What follows belongs to an exercise in optimizing a design on an open flow for a short achievable clock period and few clock cycles; a production flow would make more cautious choices.
Only simulation tests tie the RTL to the original design; equivalence was not proved.
Power and IR drop assume default switching activity.

==> trial 44: inputs <==
Design e20_core, start of the top module:
module e20_core (
    input  wire        clk,
    input  wire        rst,          
    output reg         mem_req,
    output reg         mem_we,
    output reg  [12:0] mem_addr,
    output reg  [15:0] mem_wdata,
    input  wire        mem_gnt,
    input  wire        mem_rvalid,
    input  wire [15:0] mem_rdata,
    output reg         halted
);
==> flow/config.mk <==
export PLATFORM = sky130hd
export DESIGN_NAME = e20_core
export DESIGN_NICKNAME = e20_core
export VERILOG_FILES = /design/flow/design.v
export SDC_FILE = /design/flow/constraint.sdc
export NUM_CORES = 4
export LEC_CHECK = 0
export ABC_CLOCK_PERIOD_IN_PS = 3000
export CAP_MARGIN = 20
export CORE_MARGIN = 2
export CORE_UTILIZATION = 30
export PLACE_DENSITY = 0.5
export SETUP_SLACK_MARGIN = 5
export SLEW_MARGIN = 20
==> flow/constraint.sdc <==
create_clock -name core_clock -period 8.0 [get_ports {clk}]
set_input_delay 1.6000 -clock core_clock [delete_from_list [all_inputs] [get_ports {clk}]]
set_output_delay 1.6000 -clock core_clock [all_outputs]
set_load 0.01 [all_outputs]
run.sh (not shown) runs the stock make flow with config.mk's settings and CLKGATE_MAP_FILE= SYNTH_SCRIPT=/design/flow/synth_recipe.tcl, a recipe that flattens the netlist after the stock synthesis.
==> inputs of build 63, as changes to trial 44 <==
--- a/flow/design.v
+++ b/flow/design.v
@@ -17,12 +17,11 @@
     localparam integer FN = 8;    
     localparam integer BN = 8;    
     reg        m_data;            
     reg [2:0]  m_ldst;            
     reg [12:0] fpc;               
-    reg        st_new;            
-    reg        smc_q;             
+    reg        smc_hit;           
     reg [12:0] st_npc;            
     wire port_busy = mem_req & m_data & ~mem_gnt;
     wire rd_acc    = mem_req & mem_gnt & ~mem_we;
     wire fetch_acc = mem_req & mem_gnt & ~m_data;
     reg [3:0]       nf;
@@ -103,49 +102,36 @@
     reg        x_wr;              
     reg [2:0]  x_dst;
     reg [7:1]  x_lwb;             
     reg        s_sum, s_dif, s_or, s_and, s_lt, s_npc;
     reg        x_lw, x_sw, x_halt, x_jr, x_jeq;
-    reg        x_eq;              
-    reg        x_jrok;            
     wire [15:0] x_sum = xa + xo;
     wire [15:0] x_dif = xa - xb;
     wire        x_lt  = xa < xo;
     wire [15:0] x_res = ({16{s_sum}} & x_sum) | ({16{s_dif}} & x_dif) |
                         ({16{s_or}} & (xa | xb)) | ({16{s_and}} & (xa & xb)) |
                         {15'd0, s_lt & x_lt} | ({16{s_npc}} & {3'd0, x_npc});
     wire        x_mem = x_lw | x_sw;
     wire x_stall = x_valid & (((x_mem | x_halt) & port_busy) | (x_lw & (nf > 4'd5)));
-    wire smc_x   = st_new & x_valid & (x_pc == mem_addr);
-    wire smc_hit = smc_x | smc_q;
     wire x_go    = x_valid & ~x_stall & ~smc_hit & ~halted;
     wire x_we    = x_valid & x_wr & ~smc_hit;
-    wire jeq_mp  = x_jeq & (x_eq != x_pred);
-    wire jr_mp   = x_jr & ~(x_pred & x_jrok);
+    wire x_taken = (xa == xb);
+    wire jeq_mp  = x_jeq & (x_taken != x_pred);
+    wire jr_mp   = x_jr & ~(x_pred & (xa[12:0] == x_alt));
     wire x_red   = x_go & (jeq_mp | jr_mp);
     wire [12:0] x_tgt = x_jr ? xa[12:0] : x_alt;
     wire        flush     = x_red | smc_hit;
-    wire [12:0] flush_tgt = smc_x ? st_npc : smc_q ? smc_tgt : x_tgt;
+    wire [12:0] flush_tgt = smc_hit ? st_npc : x_tgt;
     wire        do_halt   = x_go & x_halt;
     reg smc_m;
-    reg [12:0] smc_tgt, f_old;
-    reg f_any;
     integer k;
     always @(*) begin
-        f_old = fpc;
-        f_any = 1'b0;
-        for (k = 0; k < FN; k = k + 1)
-            if (!f_any && k < nf && !f_ld[k] && f_ok[k]) begin
-                f_old = f_pc[k*13 +: 13];
-                f_any = 1'b1;
-            end
-        smc_tgt = x_valid ? x_pc : q_v[qh] ? q_pc[qh*13 +: 13] : f_old;
-        smc_m = 1'b0;
+        smc_m = fetch_acc && (mem_addr == x_sum[12:0]);
         for (k = 0; k < QN; k = k + 1)
-            if (q_v[k] && q_pc[k*13 +: 13] == mem_addr) smc_m = 1'b1;
+            if (q_v[k] && q_pc[k*13 +: 13] == x_sum[12:0]) smc_m = 1'b1;
         for (k = 0; k < FN; k = k + 1)
-            if (k < nf && !f_ld[k] && f_pc[k*13 +: 13] == mem_addr) smc_m = 1'b1;
+            if (k < nf && !f_ld[k] && f_pc[k*13 +: 13] == x_sum[12:0]) smc_m = 1'b1;
     end
     wire        r_valid = q_v[qh];
     wire [15:0] r_ins   = q_ins[qh*16 +: 16];
     wire [12:0] r_pc    = q_pc[qh*13 +: 13];
     wire [2:0]  r_op    = r_ins[15:13];
@@ -164,12 +150,11 @@
     wire [15:0] ra_v = (x_wr && x_valid && x_dst == r_a) ? x_res :
                        (arr_load && arr_dst == r_a && r_a != 3'd0) ? mem_rdata : rf_rd(r_a, rf);
     wire [15:0] rb_v = (x_wr && x_valid && x_dst == r_b) ? x_res :
                        (arr_load && arr_dst == r_b && r_b != 3'd0) ? mem_rdata : rf_rd(r_b, rf);
     wire d_red  = arr_fetch & ~flush & (arr_bp ? ~w_red : w_red);
-    wire d_lrn  = arr_fetch & ~smc_hit & ~arr_bp & w_red &
-                  ~(mem_req & mem_we & (arr_pc == mem_addr));
+    wire d_lrn  = arr_fetch & ~smc_hit & ~arr_bp & w_red;
     wire [12:0] d_tgt = arr_bp ? w_npc : w_tgt;
     reg [BN-1:0] bt_m;
     reg [12:0]   bt_t;
     reg          bt_retk, bt_callk;
     integer      kb;
@@ -207,12 +192,11 @@
             mem_we   <= 1'b0;
             mem_addr <= 13'd0;
             m_data   <= 1'b0;
             fpc      <= 13'd0;
             halted   <= 1'b0;
-            st_new   <= 1'b0;
-            smc_q    <= 1'b0;
+            smc_hit  <= 1'b0;
             nf       <= 4'd0;
             nq       <= 4'd0;
             qh       <= 3'd0;
             qtl      <= 3'd0;
             q_v      <= {QN{1'b0}};
@@ -221,12 +205,11 @@
             ras      <= 13'd0;
             b_v      <= {BN{1'b0}};
             b_ptr    <= 3'd0;
             rf       <= {16*8{1'b0}};
         end else begin
-            st_new <= x_go & x_sw;
-            smc_q  <= st_new & ~smc_x & smc_m;
+            smc_hit <= x_go & x_sw & smc_m;
             if (x_go & x_mem) begin
                 mem_req   <= 1'b1;
                 mem_we    <= x_sw;
                 mem_addr  <= x_sum[12:0];
                 mem_wdata <= xb;
@@ -326,12 +309,10 @@
                 x_lw    <= (r_op == OP_LW);
                 x_sw    <= (r_op == OP_SW);
                 x_halt  <= (r_op == OP_J) && (r_ins[12:0] == r_pc);
                 x_jr    <= r_rrr & (r_func == 4'b1000);
                 x_jeq   <= (r_op == OP_JEQ) && (r_ins[6:0] != 7'd0);
-                x_eq    <= (ra_v == rb_v);
-                x_jrok  <= (ra_v[12:0] == q_alt[qh*13 +: 13]);
             end
             if (smc_hit) x_valid <= 1'b0;
             if (x_we)
                 rf[x_dst*16 +: 16] <= x_res;
             if (arr_load && arr_dst != 3'd0)
--- a/flow/config.mk
+++ b/flow/config.mk
@@ -8,7 +8,7 @@
 export ABC_CLOCK_PERIOD_IN_PS = 3000
 export CAP_MARGIN = 20
 export CORE_MARGIN = 2
 export CORE_UTILIZATION = 30
 export PLACE_DENSITY = 0.5
-export SETUP_SLACK_MARGIN = 5
+export SETUP_SLACK_MARGIN = 4.8
 export SLEW_MARGIN = 20
==> metrics.md <==
| Metric | Value |
|---|---|
| Run status | complete, no violations |
| Share of cells above drive strength 1 | 29.6% |
| Initial core utilization | 30.1% |
| Vias in the first global route | 55000 |
| Synth Area in Adders | 2.65% |
The numbers above come from build 63.

==> metrics.md <==
| Metric | Value |
|---|---|
| Run status | complete, no violations |
| Initial core utilization | 30.2% |
| Fraction of area in multi-input gates | 39.9% |
| Drt pass-1 iters | 8 |
| Synth Area in Adders | 2.55% |
| Overflow after GRT | 0 |
| Biggest consumer | combinational logic |
| Vias in the first global route | 56500 |
| Psw | 10400 uW |
| Share of cells above drive strength 1 | 34.8% |
The numbers above come from trial 44.

Testbench counts of trial 44, summed over its fixed seeds: cycles 271,636.
Testbench counts of build 63, summed over its fixed seeds: cycles 271,528.

========
==> 04-25 <==
Another version of the RTL of e20_core (not shown whole).
make LEC_CHECK=0 ABC_CLOCK_PERIOD_IN_PS=3000 CAP_MARGIN=20 CORE_MARGIN=2 CORE_UTILIZATION=30 PLACE_DENSITY=0.5 SETUP_SLACK_MARGIN=5 SLEW_MARGIN=20 finish   # period 8.0 ns
==> 06-10: changes against 04-25 <==
--- a/flow/design.v
+++ b/flow/design.v
@@ -92,53 +92,54 @@
     wire        w_jump    = (w_op == OP_J) || (w_op == OP_JAL);
     wire        w_red     = w_jump || w_jeqb || w_jr7;
     reg  [12:0] w_tgt;
     always @(*) begin
         if (w_jump)      w_tgt = w[12:0];
         else if (w_jeqb) w_tgt = w_btgt;
         else             w_tgt = ras;
     end
-    wire [12:0] w_alt = w[15] ? w_btgt : (arr_bp ? arr_bt : ras);
+    wire [12:0] w_alt = (w_op == OP_JEQ) ? (w_jeqb ? w_npc : w_btgt) :
+                        (arr_bp ? arr_bt : ras);
     wire        w_usea = ~w_jump;
     wire        w_useb = w_rrr || (w_op == OP_SW) || (w_op == OP_JEQ);
     wire        w_wr   = w_rrr ? (w[3:0] <= 4'd4) :
                          (w_op != OP_J) && (w_op != OP_SW) && (w_op != OP_JEQ);
     wire [2:0]  w_dst  = w_rrr ? w[6:4] : (w_op == OP_JAL) ? 3'd7 : w[9:7];
     wire [7:1]  w_hm   = (w_usea ? rbit(w[12:10]) : 7'd0) |
                          (w_useb ? rbit(w[9:7])   : 7'd0) |
                          (w_wr   ? rbit(w_dst)    : 7'd0);
     reg        x_valid;
-    reg [12:0] x_pc, x_npc, x_alt;    
+    reg [12:0] x_pc, x_npc, x_alt;
     reg        x_pred;
     reg [15:0] xa, xb, xo;        
     reg        xci;               
     reg        x_wr;              
     reg [2:0]  x_dst;
     reg [7:1]  x_lwb;             
     reg        s_sum, s_or, s_and, s_lt, s_npc;
     reg        x_lw, x_sw, x_halt, x_jr, x_jeq;
+    reg        x_eq;              
+    reg        x_jrok;            
     wire [16:0] x_add = {1'b0, xa} + {1'b0, xo} + {16'd0, xci};
     wire [15:0] x_sum = x_add[15:0];
     wire        x_lt  = ~x_add[16];
     wire [15:0] x_res = ({16{s_sum}} & x_sum) |
                         ({16{s_or}} & (xa | xb)) | ({16{s_and}} & (xa & xb)) |
                         {15'd0, s_lt & x_lt} | ({16{s_npc}} & {3'd0, x_npc});
     wire        x_mem = x_lw | x_sw;
     wire x_stall = x_valid & (((x_mem | x_halt) & port_busy) | (x_lw & nf_hi));
     wire smc_x   = st_new & x_valid & (x_pc == mem_addr);
     wire smc_hit = smc_x | smc_q;
     wire x_go    = x_valid & ~x_stall & ~smc_hit & ~halted;
     wire x_we    = x_valid & x_wr & ~smc_hit;
-    wire x_eq    = (xa == xb);
-    wire x_jrok  = (xa[12:0] == x_alt);
     wire jeq_mp  = x_jeq & (x_eq != x_pred);
     wire jr_mp   = x_jr & ~(x_pred & x_jrok);
     wire x_red   = x_valid & ~smc_hit & ~halted & (jeq_mp | jr_mp);
-    wire [12:0] x_tgt = x_jr ? xa[12:0] : x_pred ? x_npc : x_alt;
+    wire [12:0] x_tgt = x_jr ? xa[12:0] : x_alt;
     wire        flush     = x_red | smc_hit;
     wire [12:0] flush_tgt = smc_x ? st_npc : smc_q ? smc_tgt : x_tgt;
     wire        do_halt   = x_go & x_halt;
     reg smc_m;
     reg [12:0] smc_tgt, f_old;
     reg f_any;
     integer k;
     always @(*) begin
@@ -170,18 +171,17 @@
     wire [2:0]  r_dst   = r_rrr ? r_ins[6:4] : (r_op == OP_JAL) ? 3'd7 : r_b;
     wire        r_wr    = r_rrr ? (r_func <= 4'd4) :
                           (r_op == OP_ADDI) || (r_op == OP_SLTI) || (r_op == OP_JAL);
     wire [7:1] arr_bit = arr_load ? rbit(arr_dst) : 7'd0;
     wire       h_x     = x_valid & |(rhm & x_lwb);
     wire       h_all   = |(rhm & pmask);
     wire       h_ex    = |(rhm & pmask & ~rbit(arr_dst));
     wire       r_haz   = h_x | (arr_load ? h_ex : h_all);
-    wire r_gon = r_valid & ~r_haz & ~x_stall & ~halted;    
-    wire r_go  = r_gon & ~flush;
+    wire r_go = r_valid & ~r_haz & ~x_stall & ~flush & ~halted;
     wire [15:0] ra_v = (x_wr && x_valid && x_dst == r_a) ? x_res :
                        (arr_load && arr_dst == r_a && r_a != 3'd0) ? mem_rdata : rf_rd(r_a, rf);
     wire [15:0] rb_v = (x_wr && x_valid && x_dst == r_b) ? x_res :
                        (arr_load && arr_dst == r_b && r_b != 3'd0) ? mem_rdata : rf_rd(r_b, rf);
     wire d_red  = arr_fetch & ~flush & (arr_bp ? ~w_red : w_red);
     wire d_lrn  = arr_fetch & ~smc_hit & ~arr_bp & w_red &
                   ~(mem_req & mem_we & (arr_pc == mem_addr));
     wire [12:0] d_tgt = arr_bp ? w_npc : w_tgt;
@@ -198,17 +198,17 @@
             bt_retk  = bt_retk | (bt_m[kb] & b_ret[kb]);
             bt_callk = bt_callk | (bt_m[kb] & b_call[kb]);
         end
     end
     wire        bt_hit = |bt_m;
     wire [12:0] bt_tgt = bt_retk ? ras : bt_t;
     wire        bt_use = fetch_acc & bt_hit;
     wire q_push = arr_fetch & ~flush;
-    wire r_free = r_gon | ~rv;                
+    wire r_free = r_go | ~rv;                 
     wire b_pop  = r_free & q_v[qh];           
     wire b_push = q_push & ~(r_free & ~q_v[qh]);   
     wire want_fetch = ~halted & ~(x_valid & x_halt) &
                       (nq <= 4'd2) &
                       ((nf <= 4'd1) | ((nf == 4'd2) & ~rd_acc));
     reg [12:0] fpc_n;
     always @(*) begin
         if (flush)          fpc_n = flush_tgt;
@@ -315,31 +315,30 @@
                         f_pc[i*13 +: 13]   <= mem_addr;
                         f_npc[i*13 +: 13]  <= mem_addr + 13'd1;
                         f_dst[i*3 +: 3]    <= m_ldst;
                         f_bp[i]            <= bt_use;
                         f_bt[i*13 +: 13]   <= bt_tgt;
                     end
                 end
             end
-            if (r_free) begin
-                ri    <= q_v[qh] ? q_ins[qh*16 +: 16] : w;
-                rp    <= q_v[qh] ? q_pc[qh*13 +: 13]  : arr_pc;
-                ralt  <= q_v[qh] ? q_alt[qh*13 +: 13] : w_alt;
-                rpred <= q_v[qh] ? q_pred[qh]         : w_red;
-                rhm   <= q_v[qh] ? q_hm[qh*7 +: 7]    : w_hm;
-            end
             if (flush) begin
                 rv  <= 1'b0;
                 nq  <= 4'd0;
                 qtl <= qh;
                 q_v <= {QN{1'b0}};
             end else begin
-                if (r_free)
+                if (r_free) begin
                     rv    <= q_v[qh] | q_push;
+                    ri    <= q_v[qh] ? q_ins[qh*16 +: 16] : w;
+                    rp    <= q_v[qh] ? q_pc[qh*13 +: 13]  : arr_pc;
+                    ralt  <= q_v[qh] ? q_alt[qh*13 +: 13] : w_alt;
+                    rpred <= q_v[qh] ? q_pred[qh]         : w_red;
+                    rhm   <= q_v[qh] ? q_hm[qh*7 +: 7]    : w_hm;
+                end
                 nq <= b_pop ? (b_push ? nq : nq_m1) : (b_push ? nq_p1 : nq);
                 if (b_pop) begin
                     qh      <= qh + 3'd1;
                     q_v[qh] <= 1'b0;
                 end
                 if (b_push) begin
                     qtl                   <= qtl + 3'd1;
                     q_v[qtl]              <= 1'b1;
@@ -368,16 +367,18 @@
                 s_and   <= r_rrr & (r_func == 4'b0011);
                 s_lt    <= (r_rrr & (r_func == 4'b0100)) | (r_op == OP_SLTI);
                 s_npc   <= (r_op == OP_JAL);
                 x_lw    <= (r_op == OP_LW);
                 x_sw    <= (r_op == OP_SW);
                 x_halt  <= (r_op == OP_J) && (r_ins[12:0] == r_pc);
                 x_jr    <= r_rrr & (r_func == 4'b1000);
                 x_jeq   <= (r_op == OP_JEQ) && (r_ins[6:0] != 7'd0);
+                x_eq    <= (ra_v == rb_v);
+                x_jrok  <= (ra_v[12:0] == ralt);
             end
             if (smc_hit) x_valid <= 1'b0;
             if (x_we)
                 rf[x_dst*16 +: 16] <= x_res;
             if (arr_load && arr_dst != 3'd0)
                 rf[arr_dst*16 +: 16] <= mem_rdata;
             pmask <= (pmask & ~arr_bit) | ((x_go & x_lw) ? x_lwb : 7'd0);
         end
==> results.cfg <==
[detailed_routing]
met1_length_microns = 143000
wirelength_microns = 356000
vias = 68200

[setup_path]
crit_path_start = mem_rdata[0]
cp.depth = 12
crit_path_top_delay_cell = fa_2

[yosys]
synth_simple_gate_area_share_pct = 13.1
synth_edf_count = 1217

[status]
outcome = no timing/DRC/antenna violations

[floorplan]
core_area_sq_um = 254000

[global_route]
grt_start_max_net_pins = 80
the above is filed under 04-25

==> results.cfg <==
[floorplan]
core_area_sq_um = 249000

[detailed_routing]
wirelength_microns = 318000
met1_length_microns = 131000
vias = 62600

[power_and_ir_drop]
p_sw_share_pct = 33.8

[yosys]
muxShareOfSynthArea_pct = 7.12
synth_simple_gate_area_share_pct = 12.0
synth_edf_count = 1219
syn_area_sq_um = 75100
synth_compound_area_share_pct = 16.4

[setup_path]
cp.depth = 14
critPathLaunchType = primary input
crit_path_start = mem_rdata[2]

[global_route]
grt_start_max_net_pins = 105

[final_layout]
multi_input_area_share_pct = 37.2

[status]
outcome = no timing/DRC/antenna violations

[sta]
setup_slack_ns = 4.37
the above is filed under 06-10

Testbench counts of 04-25, summed over its fixed seeds: cycles 269,996.
Testbench counts of 06-10, summed over its fixed seeds: cycles 269,996.

[what the ideal ports hide]
In the flow no input, the clock included, has a driving cell. The finished layouts below were timed again as built, in two steps. Step 1 (the two cells are an assumption about what drives the block):
set clk [get_ports {clk}]
set_driving_cell -lib_cell sky130_fd_sc_hd__clkbuf_16 $clk
set_driving_cell -lib_cell sky130_fd_sc_hd__buf_2 [delete_from_list [all_inputs] $clk]
Step 2 also shifts input and output timing later by t, the mid clock arrival at the registers, as if the neighbouring blocks saw the same clock. Three values: ideal, step 1, step 2; two values: the first two.
run | shift t [ns] | setup slack, ns | hold WS [ns] | pins driven straight from the clock port
trial 44 | 0.915 | 4.061 / 4.061 / 3.463 | 0.452 / 0.452 / 0.452 | 1
build 63 | 0.914 | 4.054 / 4.054 / 3.318 | 0.470 / 0.470 / 0.470 | 1
04-25 | 0.952 | 4.593 / 4.611 / 3.660 | 0.416 / 0.416 / 0.416 | 1
06-10 | 0.946 | 4.368 / 4.322 / 3.376 | 0.428 / 0.428 / 0.428 | 1
After both steps setup and hold are still met in every run listed. For 06-10, which loses most, drivers alone change the setup slack by -0.046 ns; drivers and shift together by -0.992 ns.
